Background: an optimization exercise with open tools, aiming at small area, a short achievable clock period and few clock cycles per item. Do not read the settings as production practice. Power is estimated from default activity; no workload was simulated.

==> flow/design.v <==
module bit_encoder (
    input  wire        clk,
    input  wire        rst,         
    input  wire        cmd_valid,
    output wire        cmd_ready,
    input  wire [31:0] cmd_data,
    output wire        out_valid,
    input  wire        out_ready,
    output wire [7:0]  out_data,
    output wire [15:0] status,
    output wire        err
);
    localparam [1:0] CAUSE_BAD_OP    = 2'd1;
    localparam [1:0] CAUSE_RSVD_NZ   = 2'd2;
    localparam [1:0] CAUSE_BAD_WIDTH = 2'd3;
    reg [7:1]  pb;
    reg [2:0]  pn;
    reg [1:0]  ecause;     
    reg        trunc;
    reg [7:0]  ob0;
    reg [7:0]  ob1;
    reg        ov;
    reg        ov2;
    wire [7:0] pb8 = {pb, 1'b0};
    wire       err_q = |ecause;
    wire [1:0]  op    = cmd_data[31:30];
    wire [4:0]  width = cmd_data[20:16];
    wire [15:0] value = cmd_data[15:0];
    wire rsvd_nz   = |cmd_data[29:21];
    wire low_nz    = |cmd_data[20:0];
    wire width_bad = (width == 5'd0) || (width > 5'd16);
    wire is_flush  = (op == 2'b01) && !rsvd_nz && !low_nz;
    wire is_encode = (op == 2'b00) && !rsvd_nz && !width_bad;
    wire [1:0] cause = op[1]                 ? CAUSE_BAD_OP :
                       (op[0] || rsvd_nz)    ? CAUSE_RSVD_NZ :
                                               CAUSE_BAD_WIDTH;
    wire       g0     = pn[0] & width[0];
    wire       p1     = pn[1] ^ width[1];
    wire       c1     = (pn[1] & width[1]) | (p1 & g0);
    wire       p2     = pn[2] ^ width[2];
    wire       c2     = (pn[2] & width[2]) | (p2 & c1);
    wire [2:0] pn_new = {p2 ^ c1, p1 ^ g0, pn[0] ^ width[0]};
    wire       nb0    = width[4] | width[3] | c2;      
    wire       nb2    = width[4] | (width[3] & c2);
    wire       nb_lane1 = !width[4] && (width[3] ^ c2);
    wire [23:0] ys0 = pn_new[0] ? {1'b0, value, 7'd0} : {value, 8'd0};
    wire [23:0] ys1 = pn_new[1] ? {2'b0, ys0[23:2]}  : ys0;
    wire [23:0] y   = pn_new[2] ? {4'b0, ys1[23:4]}  : ys1;
    wire [7:0]  lane  = nb2 ? y[23:16] : nb_lane1 ? y[15:8] : y[7:0];
    wire [7:0]  pmask = 8'hFF >> pn;
    wire [7:0]  top   = pb8 | (lane & pmask);
    wire [7:0]  byte1 = y[15:8];
    wire [7:0]  pb_lo = y[7:0];
    wire [7:0]  pb_nx = nb0 ? pb_lo : top;
    wire value_trunc = (|(lane & ~pmask))
                     | (!nb0 && (|y[15:8]))
                     | (!nb2 && (|y[23:16]));
    assign cmd_ready = !ov2 && (!ov || out_ready);
    wire   accept    = cmd_valid && cmd_ready;
    assign out_valid = ov;
    assign out_data  = ob0;
    always @(posedge clk) begin
        if (rst) begin
            ob0 <= 8'd0;
            ob1 <= 8'd0;
        end else begin
            if (!ov || out_ready)
                ob0 <= ov2 ? ob1 : top;
            if (!ov2)
                ob1 <= byte1;
        end
    end
    always @(posedge clk) begin
        if (rst) begin
            pb     <= 7'd0;
            pn     <= 3'd0;
            ecause <= 2'd0;
            trunc  <= 1'b0;
            ov     <= 1'b0;
            ov2    <= 1'b0;
        end else if (accept) begin
            ov  <= (is_encode && nb0) || (is_flush && pn != 3'd0);
            ov2 <= is_encode && nb2;
            if (is_encode) begin
                pb  <= pb_nx[7:1];
                pn  <= pn_new;
                if (value_trunc)
                    trunc <= 1'b1;
            end else if (is_flush) begin
                pb  <= 7'd0;
                pn  <= 3'd0;
            end else if (!err_q) begin
                ecause <= cause;
            end
        end else if (ov && out_ready) begin
            ov  <= ov2;
            ov2 <= 1'b0;
        end
    end
    assign status = {1'b0, trunc, ecause, err_q, pn, pb8};
    assign err    = err_q;
endmodule
clock: 6.0 ns
lec_check: 0
abc_area: 1
cap_margin: 20
core_margin: 2
core_utilization: 40
place_density: 0.6
setup_slack_margin: 3.05
slew_margin: 20
standard.sh (not shown) runs the stock make flow with config.mk's settings and CLKGATE_MAP_FILE= SYNTH_SCRIPT=/design/flow/synth_recipe.tcl, a recipe that flattens the netlist after the stock synthesis.
==> flow/flow/run.sh <==
#!/bin/bash
# Standard ORFS layout (the standard.sh) with these changes:
#  - the port buffers are made from the smallest buffer cell
#    (sky130_fd_sc_hd__buf_1) instead of buffer_ports' default choice;
#    timing repair still resizes them where the paths need it;
#  - synthesis leaves adders as plain gates for abc (ADDER_MAP_FILE empty)
#    rather than extracting them into fa/ha cells;
#  - clock tree synthesis adds no dummy load cells.
# Registers, their names and the synthesis script are otherwise unchanged.
set -uo pipefail
export BUFFER_PORTS_ARGS="-buffer_cell sky130_fd_sc_hd__buf_1"
export CTS_ARGS="-sink_clustering_enable -repair_clock_nets -dont_use_dummy_load -sink_clustering_size 40 -buf_list {sky130_fd_sc_hd__clkbuf_2 sky130_fd_sc_hd__clkbuf_4}"
bash standard.sh ADDER_MAP_FILE= finish > standard_flow.log 2>&1
status=$?
cp -r orfs/logs/sky130hd/bit_encoder/base orfs_logs 2>/dev/null
exit $status
Rerun with:
--- a/flow/design.v
+++ b/flow/design.v
@@ -14,36 +14,39 @@
     localparam [1:0] CAUSE_RSVD_NZ   = 2'd2;
     localparam [1:0] CAUSE_BAD_WIDTH = 2'd3;
     reg [7:1]  pb;
     reg [2:0]  pn;
-    reg [1:0]  ecause;     
+    reg        err_q;
+    reg [1:0]  ecause;
     reg        trunc;
     reg [7:0]  ob0;
     reg [7:0]  ob1;
     reg        ov;
     reg        ov2;
     wire [7:0] pb8 = {pb, 1'b0};
-    wire       err_q = |ecause;
     wire [1:0]  op    = cmd_data[31:30];
     wire [4:0]  width = cmd_data[20:16];
     wire [15:0] value = cmd_data[15:0];
     wire rsvd_nz   = |cmd_data[29:21];
     wire low_nz    = |cmd_data[20:0];
     wire width_bad = (width == 5'd0) || (width > 5'd16);
     wire is_flush  = (op == 2'b01) && !rsvd_nz && !low_nz;
     wire is_encode = (op == 2'b00) && !rsvd_nz && !width_bad;
+    wire legal     = is_flush || is_encode;
+    wire [2:0]  pn_fill = 3'd0 - pn;
+    wire [4:0]  w_eff   = {width[4:3], width[2:0] | (pn_fill & {3{op[0]}})};
     wire [1:0] cause = op[1]                 ? CAUSE_BAD_OP :
                        (op[0] || rsvd_nz)    ? CAUSE_RSVD_NZ :
                                                CAUSE_BAD_WIDTH;
-    wire       g0     = pn[0] & width[0];
-    wire       p1     = pn[1] ^ width[1];
-    wire       c1     = (pn[1] & width[1]) | (p1 & g0);
-    wire       p2     = pn[2] ^ width[2];
-    wire       c2     = (pn[2] & width[2]) | (p2 & c1);
-    wire [2:0] pn_new = {p2 ^ c1, p1 ^ g0, pn[0] ^ width[0]};
-    wire       nb0    = width[4] | width[3] | c2;      
-    wire       nb2    = width[4] | (width[3] & c2);
-    wire       nb_lane1 = !width[4] && (width[3] ^ c2);
+    wire       g0     = pn[0] & w_eff[0];
+    wire       p1     = pn[1] ^ w_eff[1];
+    wire       c1     = (pn[1] & w_eff[1]) | (p1 & g0);
+    wire       p2     = pn[2] ^ w_eff[2];
+    wire       c2     = (pn[2] & w_eff[2]) | (p2 & c1);
+    wire [2:0] pn_new = {p2 ^ c1, p1 ^ g0, pn[0] ^ w_eff[0]};
+    wire       nb0    = w_eff[4] | w_eff[3] | c2;      
+    wire       nb2    = w_eff[4] | (w_eff[3] & c2);
+    wire       nb_lane1 = !w_eff[4] && (w_eff[3] ^ c2);
     wire [23:0] ys0 = pn_new[0] ? {1'b0, value, 7'd0} : {value, 8'd0};
     wire [23:0] ys1 = pn_new[1] ? {2'b0, ys0[23:2]}  : ys0;
     wire [23:0] y   = pn_new[2] ? {4'b0, ys1[23:4]}  : ys1;
     wire [7:0]  lane  = nb2 ? y[23:16] : nb_lane1 ? y[15:8] : y[7:0];
@@ -73,24 +76,23 @@
     always @(posedge clk) begin
         if (rst) begin
             pb     <= 7'd0;
             pn     <= 3'd0;
+            err_q  <= 1'b0;
             ecause <= 2'd0;
             trunc  <= 1'b0;
             ov     <= 1'b0;
             ov2    <= 1'b0;
         end else if (accept) begin
-            ov  <= (is_encode && nb0) || (is_flush && pn != 3'd0);
-            ov2 <= is_encode && nb2;
-            if (is_encode) begin
+            ov  <= legal && nb0;
+            ov2 <= legal && nb2;
+            if (legal) begin
                 pb  <= pb_nx[7:1];
                 pn  <= pn_new;
                 if (value_trunc)
                     trunc <= 1'b1;
-            end else if (is_flush) begin
-                pb  <= 7'd0;
-                pn  <= 3'd0;
             end else if (!err_q) begin
+                err_q  <= 1'b1;
                 ecause <= cause;
             end
         end else if (ov && out_ready) begin
             ov  <= ov2;
Clock skew falls by 0.013 ns.
Die area rises by 2.9%.
Final area rises by 18%.
Total power rises by about 11%.
Flip-flop and latch count rises by 1.
Routed wire length rises by about 20%.
Global-route usage hardly moves.
Worst setup slack is better by 0.023 ns.
Critical path depth rises by 15.
Area after synthesis rises by about 3%.
Function was not checked in any run of this note: the RTL went through the layout flow alone.

==> what the ideal ports hide <==
The results above use ideal ports. As a check the final layouts listed here were re-extracted and re-timed, cells and wires unchanged. Step 1 (the two cells are an assumption about what drives the block):
set clk [get_ports {clk}]
set_driving_cell -lib_cell sky130_fd_sc_hd__clkbuf_16 $clk
set_driving_cell -lib_cell sky130_fd_sc_hd__buf_2 [delete_from_list [all_inputs] $clk]
Step 2 adds t to the input delays and takes it off the output delays; t is the mean of the earliest and latest rising clock arrival at the registers after step 1. Input paths then give back, and output paths get back, about the clock's delay inside the block. a / b / c = no drivers / after step 1 / after step 2; a / b = the first two.
run	t (ns)	slack for setup (ns)	slew at the worst register clock pin (ns)
the first run	0.363	3.082 / 3.058 / 2.876	0.11 / 0.11
the second run	0.347	3.105 / 3.086 / 2.739	0.10 / 0.10
After both steps every run listed still meets setup and hold. The setup slack of the second run, which loses most, moves by -0.019 ns with the drivers and by -0.366 ns with both steps.
